Source: an optimization exercise on an open RTL-to-GDS flow (aim: small area, a short achievable clock period and few clock cycles). Production flows keep margins and buffers that such runs may drop. RTL that was checked went through simulation tests only; none was proved equivalent to the original. Power is estimated from default activity; no workload was simulated.

Setup of run C:
Design bdm_codec, start of the top module:
module bdm_codec (
    input  wire         clk,
    input  wire         rst,
    input  wire         req_valid,
    output wire         req_ready,
    input  wire [7:0]   req,
    input  wire [7:0]   p0,
    input  wire [7:0]   p1,
    input  wire [39:0]  hdr,
    input  wire [8:0]   din_len,
    input  wire         din_valid,
    output wire         din_ready,
    input  wire [7:0]   din_data,
    output wire         dout_valid,
    input  wire         dout_ready,
    output wire [7:0]   dout_data,
    output wire         dout_last,
    output wire         done,
    output wire [3:0]   st,
    output wire [2:0]   cls,
    output wire [7:0]   rb,
    output wire         rf,
    output wire [7:0]   opc,
    output wire [7:0]   ctl,
    output wire [7:0]   len,
    output wire [191:0] fld,
    output wire [7:0]   fv
);
    localparam [3:0] ST_OK        = 4'h0,
                     ST_EMPTY     = 4'h1,
                     ST_TRUNC     = 4'h2,
                     ST_CHECKSUM  = 4'h3,
                     ST_LENGTH    = 4'h4,
                     ST_UNEXP_OPC = 4'h5,
                     ST_PAY_SHORT = 4'h6,
                     ST_TOO_LONG  = 4'h7,
                     ST_ILL_OP    = 4'h8,
                     ST_ILL_ENT   = 4'h9;
    reg         rr;          
    reg         dr;          
    reg         dv;          
    reg         dl;          
    reg  [7:0]  dd;          
    reg         dn;          
    reg         k_din;       
    reg         k_enc_hdr;   
    reg         k_enc_dat;   
    reg         k_enc_cs;    
    reg         k_build;     
    reg         skv;         
    reg         k_clr;       
    reg         k_csum;
    reg         k_verify;
    reg         k_frame;     
    reg         k_pget;      
    reg         k_ser;       
    reg         k_xsel;      
    reg  [3:0]  ent;
    reg  [8:0]  rem;         
    reg         lastf;       
    reg  [4:0]  c;           
    reg  [3:0]  cb;          
    reg  [7:0]  m;           
    reg  [7:0]  x;           
    reg  [7:0]  acc;
    reg         f_trunc;     
    reg         f_len;       
    reg         f_pshort;    
    reg         f_opc;       
    reg  [7:0]  r_ctl;
    reg  [7:0]  r_opc;
  ...
For scale: about 1200 cells after synthesis, about 220 flip-flops, ~340 I/O pins, about 11000 um2 of cells after synthesis.
export LEC_CHECK = 0
export ABC_AREA = 1
export CAP_MARGIN = 20
export CORE_MARGIN = 2
export CORE_UTILIZATION = 40
export CTS_BUF_LIST = sky130_fd_sc_hd__clkbuf_16
export CTS_CLUSTER_DIAMETER = 80
export CTS_CLUSTER_SIZE = 20
export PLACE_DENSITY = 0.7
export SETUP_SLACK_MARGIN = 3.5
export SLEW_MARGIN = 20
create_clock -name core_clock -period 6.0 [get_ports {clk}]
standard.sh (not shown) runs the stock make flow with config.mk's settings and CLKGATE_MAP_FILE= SYNTH_SCRIPT=/design/flow/synth_recipe.tcl, a recipe that flattens the netlist after the stock synthesis.
==> flow/flow/run.sh <==
#!/bin/bash
set -euo pipefail
export BUFFER_PORTS_ARGS="-buffer_cell sky130_fd_sc_hd__buf_1"
bash standard.sh > standard.log 2>&1
Looking at the reports, run C completed the entire flow and the layout it produced met the timing, DRC and antenna checks.
Testbench counts of run C, summed over its fixed seeds: cycles 26,864.
Modified inputs, run B compared to run C
Settings: PLACE_DENSITY now 0.75, was 0.7.
Findings:
- Run B: done, clean on timing, DRC and antenna
- Taking run C as the reference, in run B placed instance count has remained practically unchanged, fraction of cell area in non-clock buffers has decreased.
- Run B vs run C — detailed-route vias per instance rose about 1.2%.
- Run B ends up with higher routed length on met1 than run C does.
- Hold slack of run B is on par with run C.
- Run B vs run C: post-layout minimum cycle time down
- Endpoint of the most critical setup path: fld[22] -> run B, fld[95] -> run C
- Of run C and run B, the higher portion of the clock cycle consumed by the worst path in the final layout belongs to run C.
- The run showing the greater internal power summed over all cells is run C.
- Compared with run C, in run B amount of wire on met3 after detailed routing went up 1.1%, maximum number of pins on one net before global-route repair fell by 1, clock skew barely changed.

* * *

## v6
Another version of the RTL of bdm_codec (not shown whole).
Size: roughly 340 I/O pins, ~11000 µm² of cells after synthesis.
Settings: LEC_CHECK=0, CAP_MARGIN=20, CORE_MARGIN=2, CORE_UTILIZATION=40, CTS_BUF_LIST=sky130_fd_sc_hd__clkbuf_8, SETUP_SLACK_MARGIN=3.5, SLEW_MARGIN=20; clock period 6.0 ns.
Scripts as last shown in full above: flow/flow/run.sh
v6 did not stop at any stage, and its layout met the timing, DRC and antenna checks.
Changes in v7 relative to v6:
- removing CTS_BUF_LIST (formerly sky130_fd_sc_hd__clkbuf_8)
## What came out
Multi-input combinational gate total: v7 vs v6 — no meaningful difference
Highest clock frequency the design can meet sits lower in v7 than in v6.
The global-route track usage on met3 was comparable across v6 and v7.
Diff v6 -> v7: area used by multi-input combinational logic saw little to no change, peak supply drop saw an increase, non-clock buffer count saw little to no change, final critical-path required period saw an increase.
Status: share of the cycle needed by the critical path after routing parity (v7, v6)
No functional check of the RTL was part of any run of this note.

* * *

== run 1 ==
Another version of the RTL of bdm_codec (not shown whole).
Size in the first run: roughly 230 flip-flops, about 340 I/O pins.
// bdm_codec
module bdm_codec (
    input  wire         clk,
    input  wire         rst,
    input  wire         req_valid,
    output wire         req_ready,
    input  wire [7:0]   req,
    input  wire [7:0]   p0,
    input  wire [7:0]   p1,
    input  wire [39:0]  hdr,
    input  wire [8:0]   din_len,
    input  wire         din_valid,
    output wire         din_ready,
    input  wire [7:0]   din_data,
    output wire         dout_valid,
    input  wire         dout_ready,
    output wire [7:0]   dout_data,
    output wire         dout_last,
    output wire         done,
    output wire [3:0]   st,
    output wire [2:0]   cls,
    output wire [7:0]   rb,
    output wire         rf,
    output wire [7:0]   opc,
    output wire [7:0]   ctl,
    output wire [7:0]   len,
    output wire [191:0] fld,
    output wire [7:0]   fv
);
Settings: LEC_CHECK=0, CAP_MARGIN=20, CORE_MARGIN=2, CORE_UTILIZATION=40, SETUP_SLACK_MARGIN=3.5, SLEW_MARGIN=20; clock period 6.0 ns.
Scripts as last shown in full above: flow/flow/run.sh
Run 1: full flow OK, the timing, DRC and antenna checks passed
Relative to run 1, the following input files were edited for run 2:
Settings: SETUP_SLACK_MARGIN removed (was 3.5).
==> flow/run.sh (new file) <==
#!/bin/bash
# synth_recipe.tcl (not shown) runs the flow's synth.tcl, then flattens the netlist and writes it again
# the make line also repeats each setting of config.mk as NAME=value (left out here)
make -C /OpenROAD-flow-scripts/flow DESIGN_CONFIG=/design/flow/config.mk WORK_HOME=/design/flow/orfs CLKGATE_MAP_FILE= SYNTH_SCRIPT=/design/flow/synth_recipe.tcl finish
removed: flow/flow/run.sh
removed: flow/standard.sh
Non-clock buffer count (run 2 vs. run 1) decreases by more than a quarter. Met2 layer wire length in the routed design: run 2 vs run 1 down 2300 um. In the tables for run 1 and run 2, detailed-routing wirelength on met1 reads higher with run 1. Of the two values seen for end point of the critical path, b[6][7] was produced by run 2 and len[5] by run 1.
Here is what was changed in the inputs of run 3 compared with run 2.
Settings: setting SETUP_SLACK_MARGIN to 3.5 for the first time.
==> comparison <==
Lower leakage power total among run 3 and run 2: run 2
Run 3 ends up with lower clock network power share than run 2 does.
NOTE filler cell count run 2->run 3 decreased by a little under 10%
Worst IR drop on VDD went up by a few percent going from run 2 to run 3.
Final-layout clock-cell area share is lower on run 3
No run of this note included a check of the RTL's function; only the layout flow was run.

* * *

job 101:
Another version of the RTL of bdm_codec (not shown whole).
For scale: about 1400 cells after synthesis, about 220 flip-flops.
## bdm_codec
module bdm_codec (
    input  wire         clk,
    input  wire         rst,
    input  wire         req_valid,
    output wire         req_ready,
    input  wire [7:0]   req,
    input  wire [7:0]   p0,
    input  wire [7:0]   p1,
    input  wire [39:0]  hdr,
    input  wire [8:0]   din_len,
    input  wire         din_valid,
    output wire         din_ready,
    input  wire [7:0]   din_data,
    output wire         dout_valid,
    input  wire         dout_ready,
    output wire [7:0]   dout_data,
    output wire         dout_last,
    output wire         done,
    output wire [3:0]   st,
    output wire [2:0]   cls,
    output wire [7:0]   rb,
    output wire         rf,
    output wire [7:0]   opc,
    output wire [7:0]   ctl,
    output wire [7:0]   len,
    output wire [191:0] fld,
    output wire [7:0]   fv
);
    localparam [3:0] ST_OK        = 4'h0,
                     ST_EMPTY     = 4'h1,
                     ST_TRUNC     = 4'h2,
  ...
Settings: LEC_CHECK=0, ABC_AREA=1, CAP_MARGIN=20, CORE_MARGIN=2, CORE_UTILIZATION=40, CTS_BUF_LIST=sky130_fd_sc_hd__clkbuf_8, CTS_CLUSTER_DIAMETER=70, CTS_CLUSTER_SIZE=14, SETUP_SLACK_MARGIN=3.5, SLEW_MARGIN=20; clock period 6.0 ns.
==> flow/flow/run.sh <==
#!/bin/bash
set -euo pipefail
export BUFFER_PORTS_ARGS="-buffer_cell sky130_fd_sc_hd__buf_1"
bash standard.sh > standard.log 2>&1
Testbench counts of job 101, summed over its fixed seeds: cycles 26,864.
Modified inputs, job 102 compared to job 101
- CTS_CLUSTER_SIZE no longer set, was 14
- CTS_CLUSTER_DIAMETER no longer set, was 70
Results
Comparing job 102 and job 101, final standard cell count with taps included and fillers excluded is higher on job 102. The non-clock buffer count on job 102 is in line with that on job 101. Setup slack delta (job 102 − job 101): favourable. Compared with job 101, job 102 shows clock power share higher by 10 points. Compared with job 101, job 102 shows a higher core utilization. Higher peak supply drop was reported by job 102, not job 101. In the metrics for job 102 and job 101, the one carrying the lower area of all placed cells without fillers is job 101. On final wirelength, job 102 and job 101 are neck and neck. Job 102 vs job 101: synthesis-to-layout area growth up. Job 102 has number of buffers inserted by post-CTS setup repair below what job 101 had.
#### Input delta (job 103 over job 102)
- an added CTS_CLUSTER_DIAMETER of 80
- a change of CTS_BUF_LIST from sky130_fd_sc_hd__clkbuf_8 to sky130_fd_sc_hd__clkbuf_16
- an added CTS_CLUSTER_SIZE of 20
- an added TNS_END_PERCENT of 0
==> comparison <==
- Job 103 gives more routed length per placed instance than job 102 did.
- Total number of vias on job 103 is down relative to job 102.
- Relative to job 102, minimum clock period increased by 0.14 ns in job 103.
- Job 103 ends up with higher sequential share of cell area than job 102 does.
- Re layout sequential cell count: no difference whatsoever between job 103 and job 102.
- Diff job 102 -> job 103 | final wirelength | decrease of 1.2%
> inputs changed (job 103 -> job 104)
- ABC_AREA: 1 -> unset
- TNS_END_PERCENT: 0 -> unset
- CTS_CLUSTER_DIAMETER: 80 -> unset
- CTS_BUF_LIST: sky130_fd_sc_hd__clkbuf_16 -> sky130_fd_sc_hd__clkbuf_8
- CTS_CLUSTER_SIZE: 20 -> unset
- SETUP_SLACK_MARGIN: 3.5 -> 3.4
==> summary.txt <==
Job 103 has lower part of the total power dissipated in the clock network than job 104.
Against job 103, cell area after synthesis in job 104 fell slightly.
Job 104: height of the die lower than job 103
Delta(highest clock rate, job 104 - job 103) > 0
Across both runs, instance count of the mapped netlist was lower for job 104 than for job 103.
## Diff of input files: job 105 against job 104
- CTS_CLUSTER_DIAMETER: unset -> 80
- CTS_BUF_LIST: sky130_fd_sc_hd__clkbuf_8 -> sky130_fd_sc_hd__clkbuf_16
- SETUP_SLACK_MARGIN: 3.4 -> 3.5
- CTS_CLUSTER_SIZE: unset -> 20
Notes after the runs:
The setup slack of job 105 is larger than that of job 104. Status: fraction of synthesized cell area in xor and xnor cells parity (job 104, job 105). Job 105 against job 104: highest achievable clock rate saw an increase, final critical path time including I/O delays and setup fell 0.077 ns, clock group share of total power went down 5.0 points, area added between synthesis and finish shows an increase of 0.25 points.

* * *

== lane 1 ==
bdm_codec, a different RTL version from the one above (not shown whole).
For scale: roughly 220 flip-flops, about 340 I/O pins, roughly 0.011 mm^2 of cells after synthesis.
==> flow/config.mk <==
export PLATFORM = sky130hd
export DESIGN_NAME = bdm_codec
export DESIGN_NICKNAME = bdm_codec
export VERILOG_FILES = /design/flow/design.v
export SDC_FILE = /design/flow/constraint.sdc
export NUM_CORES = 4
export LEC_CHECK = 0
export ABC_AREA = 1
export CAP_MARGIN = 20
export CORE_MARGIN = 2
export CORE_UTILIZATION = 40
export CTS_BUF_LIST = sky130_fd_sc_hd__clkbuf_16
export CTS_CLUSTER_DIAMETER = 80
export CTS_CLUSTER_SIZE = 20
export PLACE_DENSITY = 0.7
export SETUP_SLACK_MARGIN = 3.6
export SLEW_MARGIN = 20
==> flow/constraint.sdc <==
create_clock -name core_clock -period 6.0 [get_ports {clk}]
set_input_delay 1.2000 -clock core_clock [delete_from_list [all_inputs] [get_ports {clk}]]
set_output_delay 1.2000 -clock core_clock [all_outputs]
set_load 0.01 [all_outputs]
Scripts as last shown in full above: flow/flow/run.sh
Changes in lane 2 relative to lane 1:
- a change of SETUP_SLACK_MARGIN from 3.6 to 3.5
Notes after the runs:
- From lane 1 to lane 2 the numbers moved as follows: cell area power density shows an increase of 4.6%; first-iteration DRC count lost 67.
- Lane 2 against lane 1: clock power fell about 5%, worst slew margin relative to its limit rose 15 points.
- Lane 1 -> lane 2: deepest clock path buffer count delta 0, exact match
- Delta (lane 2 minus lane 1): design area went down; core occupancy in the finished layout down 3.8 points.
- The run showing the smaller critical path depth is lane 1.
No functional check of the RTL was part of any run of this note.

* * *

bdm_codec with an RTL version that a note above also has.
Size: roughly 1400 cells after synthesis, roughly 220 flip-flops, about 340 I/O pins.
Settings: LEC_CHECK=0, ABC_AREA=1, CAP_MARGIN=20, CORE_MARGIN=2, CORE_UTILIZATION=40, CTS_BUF_LIST=sky130_fd_sc_hd__clkbuf_16, CTS_CLUSTER_DIAMETER=80, CTS_CLUSTER_SIZE=20, PLACE_DENSITY=0.8, SETUP_SLACK_MARGIN=3.5, SLEW_MARGIN=20; clock period 6.0 ns.
Scripts as last shown in full above: flow/flow/run.sh
The baseline produced a clean layout.
Testbench counts at the start, summed over its fixed seeds: cycles 26,864.
Rerun with:
Settings changed: ABC_AREA 1 to unset, CTS_BUF_LIST sky130_fd_sc_hd__clkbuf_16 to sky130_fd_sc_hd__clkbuf_8, CTS_CLUSTER_DIAMETER 80 to unset, CTS_CLUSTER_SIZE 20 to unset, PLACE_DENSITY 0.8 to unset.
Clock skew fell by 0.016 ns; synthesized cell count went down by 15%; die area drops by 1.4%; power went up by 3.4%; wire length came out higher by 4.8%; area after synthesis drops by 1.4%; utilization is higher by 2.3 points; count of clock-buffer cells in the layout rises by 27; non-clock buffer count is higher by 14; final cell count falls by 8.4%; sequential share of layout area is lower by 0.99 points.
Rerun with:
Settings changed: ABC_CLOCK_PERIOD_IN_PS set to 2500.
After rerunning:
- worst setup slack stays the same
- routed wire length does not change
- power does not change
- register-to-register slack is about the same
- die area does not change
- synthesized area does not change
Rerun with:
Settings changed: ABC_CLOCK_PERIOD_IN_PS 2500 to unset, SETUP_SLACK_MARGIN 3.5 to 3.7.
Effect: The new run completed with no timing, DRC or antenna violations. Global-route usage rises by 1.5 points. Routed wire length climbs by 9.1%. Worst setup slack gains 0.026 ns. Utilization is higher by 7.2 points. Non-clock buffer count climbs by 75. Die area stays the same. Worst hold slack got worse by 0.0082 ns. Register-to-register slack improves by 0.28 ns. Cell count went up by 4.0%.

* * *

## west
Another version of the RTL of bdm_codec (not shown whole).
Size: ~1200 cells after synthesis, roughly 340 I/O pins, ~11000 µm² of cells after synthesis.
Settings: LEC_CHECK=0, CAP_MARGIN=20, CORE_MARGIN=2, CORE_UTILIZATION=40, CTS_BUF_LIST=sky130_fd_sc_hd__clkbuf_8, SETUP_SLACK_MARGIN=3.0, SLEW_MARGIN=20; clock period 6.0 ns.
Scripts as last shown in full above: flow/flow/run.sh
Modified inputs, north compared to west
Settings: SETUP_SLACK_MARGIN changed from 3.0 to 4.0.
==> summary.txt <==
- In the flow results for west and north, the count of buffers not belonging to the clock network in the layout is larger on north.
- Beginning of the critical path = din_data[3]: west; beginning of the critical path = gfn[4]: north
- west → north: areal power density over the cells fell 56 nW/µm²; final critical delay including setup and external delays fell 0.29 ns; final cycle utilization of the critical path fell 4.9 points.
- The post-synthesis instance total was comparable across west and north.
- Relative to west, the global-route wire length before repair of north is higher by 6700 µm.
- Worst hold slack ended up 0.038 ns higher on north than on west.
No functional check of the RTL was part of any run of this note.

* * *

RTL: one of the versions met above, not the one the previous note started from.
For scale: about 1,400 cells after synthesis, roughly 220 flip-flops, about 340 I/O pins, roughly 11,000 µm² of cells after synthesis.
Settings: LEC_CHECK=0, ABC_AREA=1, CAP_MARGIN=20, CORE_MARGIN=2, CORE_UTILIZATION=40, CTS_BUF_LIST=sky130_fd_sc_hd__clkbuf_16, CTS_CLUSTER_DIAMETER=80, CTS_CLUSTER_SIZE=20, PLACE_DENSITY=0.7, SETUP_SLACK_MARGIN=3.5, SLEW_MARGIN=20; clock period 6.0 ns.
Scripts as last shown in full above: flow/flow/run.sh
The starting point passed the timing, DRC and antenna checks.
Testbench counts at the start, summed over its fixed seeds: cycles 26,864.
Rerun with:
--- a/flow/config.mk
+++ b/flow/config.mk
@@ -14,2 +14,3 @@
 export CTS_CLUSTER_SIZE = 20
+export GPL_TIMING_DRIVEN = 0
 export PLACE_DENSITY = 0.7
Outcome: The new run finished clean. Power increases by 0.47%. Clock skew increases by 0.016 ns. Routed wire length increases by 7.2%. Sequential share of layout area decreases by 3.5 points. Flip-flop and latch count stays the same. Area after synthesis stays the same. Global-route usage increases by 0.88 points. Setup slack got worse by 0.14 ns. Die area stays the same. Via count increases by 4.7%.
Rerun with:
==> flow/config.mk (replaced) <==
export PLATFORM = sky130hd
export DESIGN_NAME = bdm_codec
export DESIGN_NICKNAME = bdm_codec
export VERILOG_FILES = /design/flow/design.v
export SDC_FILE = /design/flow/constraint.sdc
export NUM_CORES = 4
export LEC_CHECK = 0
export CAP_MARGIN = 20
export CORE_MARGIN = 2
export CORE_UTILIZATION = 50
export CTS_BUF_LIST = sky130_fd_sc_hd__clkbuf_8
export SETUP_SLACK_MARGIN = 3.5
export SLEW_MARGIN = 20
What happened: Clock-buffer cell count increases by 24. Final area decreases by a few percent. Worst hold slack improves by 0.0039 ns. Global-route usage increases by 7.7 points. Wire length increases by a few percent.
Rerun with:
--- a/flow/config.mk
+++ b/flow/config.mk
@@ -7,6 +7,9 @@
 export LEC_CHECK = 0
+export ABC_AREA = 1
 export CAP_MARGIN = 20
 export CORE_MARGIN = 2
-export CORE_UTILIZATION = 50
-export CTS_BUF_LIST = sky130_fd_sc_hd__clkbuf_8
+export CORE_UTILIZATION = 40
+export CTS_BUF_LIST = sky130_fd_sc_hd__clkbuf_16
+export CTS_CLUSTER_DIAMETER = 80
+export CTS_CLUSTER_SIZE = 20
 export SETUP_SLACK_MARGIN = 3.5
Hold slack gets worse by 0.013 ns.
Cell count grows by about a fifth.
Setup slack gets better by 0.076 ns.
Count of clock-buffer cells in the layout shrinks by 24.
Global-route usage shrinks by 8.1 points.
Sequential share of layout area grows by 1.9 points.
Clock power shrinks by about a fifth.
Total power shrinks by a few percent.
Final area shrinks by a few percent.
Wire length shrinks by a little under a tenth.
Rerun with:
--- a/flow/config.mk
+++ b/flow/config.mk
@@ -7,6 +7,5 @@
 export LEC_CHECK = 0
-export ABC_AREA = 1
 export CAP_MARGIN = 20
 export CORE_MARGIN = 2
-export CORE_UTILIZATION = 40
+export CORE_UTILIZATION = 35
 export CTS_BUF_LIST = sky130_fd_sc_hd__clkbuf_16
What happened:
- worst setup slack is worse by 0.072 ns
- design area rose slightly
- global-route usage came out lower by 1.4 points
- routed wire length climbs by a little under a tenth
- hold slack gains 0.0079 ns
- clock skew came out higher by 0.0046 ns
- synthesized cell count shrinks by about a fifth
- final cell count went down by a little under a tenth
- via count decreases slightly
- sequential share of layout area drops by 0.57 points

-- what the ideal ports hide --
How much do the figures lean on ideal ports? The routed layouts below were timed once more, with nothing changed but the port constraints.
Step 1, drivers: a clkbuf_16 drives clk and a buf_2 each remaining input, both assumed.
Step 2 adds t to the input delays and takes it off the output delays; t is the mean of the earliest and latest rising clock arrival at the registers after step 1. Input paths then give back, and output paths get back, about the clock's delay inside the block.
Three values: ideal, step 1, step 2; two values: the first two.
run | t, ns | slack for setup (ns) | worst hold slack (ns) | worst setup path at the end
run C | 0.550 | 3.489 / 3.435 / 3.072 | 0.478 / 0.478 / 0.478 | input to register
run B | 0.532 | 3.524 / 3.478 / 3.064 | 0.479 / 0.479 / 0.479 | input to register
v6 | 0.587 | 3.413 / 3.410 / 2.831 | 0.517 / 0.517 / 0.517 | input to register
v7 | 0.579 | 3.405 / 3.388 / 2.836 | 0.519 / 0.519 / 0.519 | input to register
run 1 | 0.585 | 3.297 / 3.245 / 2.865 | 0.491 / 0.491 / 0.491 | input to register
run 2 | 0.587 | 1.964 / 1.976 / 1.389 | 0.498 / 0.498 / 0.498 | input to register
run 3 | 0.582 | 3.180 / 3.130 / 2.806 | 0.494 / 0.494 / 0.494 | input to register
job 101 | 0.585 | 3.447 / 3.411 / 3.008 | 0.477 / 0.477 / 0.477 | input to register
job 102 | 0.573 | 3.475 / 3.438 / 2.989 | 0.470 / 0.470 / 0.470 | input to register
job 103 | 0.544 | 3.339 / 3.294 / 2.874 | 0.471 / 0.471 / 0.471 | input to register
job 104 | 0.589 | 3.407 / 3.425 / 2.841 | 0.495 / 0.495 / 0.495 | input to register
job 105 | 0.540 | 3.484 / 3.468 / 2.953 | 0.487 / 0.487 / 0.487 | input to register
lane 1 | 0.541 | 3.406 / 3.361 / 3.109 | 0.478 / 0.478 / 0.478 | input to register
lane 2 | 0.530 | 3.502 / 3.500 / 2.992 | 0.479 / 0.479 / 0.479 | input to register
the first run of note 6 | 0.542 | 3.506 / 3.453 / 3.071 | 0.484 / 0.484 / 0.484 | input to register
the second run of note 6 | 0.586 | 3.460 / 3.453 / 2.903 | 0.484 / 0.484 / 0.484 | input to register
the third run of note 6 | 0.586 | 3.460 / 3.453 / 2.903 | 0.484 / 0.484 / 0.484 | input to register
the fourth run of note 6 | 0.605 | 3.486 / 3.436 / 2.901 | 0.476 / 0.476 / 0.476 | input to register
west | 0.590 | 3.150 / 3.125 / 2.583 | 0.481 / 0.481 / 0.481 | input to register
north | 0.605 | 3.444 / 3.395 / 3.018 | 0.519 / 0.519 / 0.519 | input to register
the first run of note 8 | 0.544 | 3.513 / 3.468 / 3.054 | 0.484 / 0.484 / 0.484 | input to register
the second run of note 8 | 0.530 | 3.372 / 3.329 / 3.033 | 0.483 / 0.483 / 0.483 | input to register
the third run of note 8 | 0.591 | 3.416 / 3.370 / 2.883 | 0.487 / 0.487 / 0.487 | input to register
the fourth run of note 8 | 0.539 | 3.492 / 3.449 / 3.098 | 0.475 / 0.475 / 0.475 | input to register
the fifth run of note 8 | 0.549 | 3.421 / 3.367 / 2.890 | 0.483 / 0.483 / 0.483 | input to register
After both steps setup and hold are still met in every run listed. For the fourth run of note 6, which loses most, drivers alone change the setup slack by -0.050 ns; drivers and shift together by -0.585 ns.
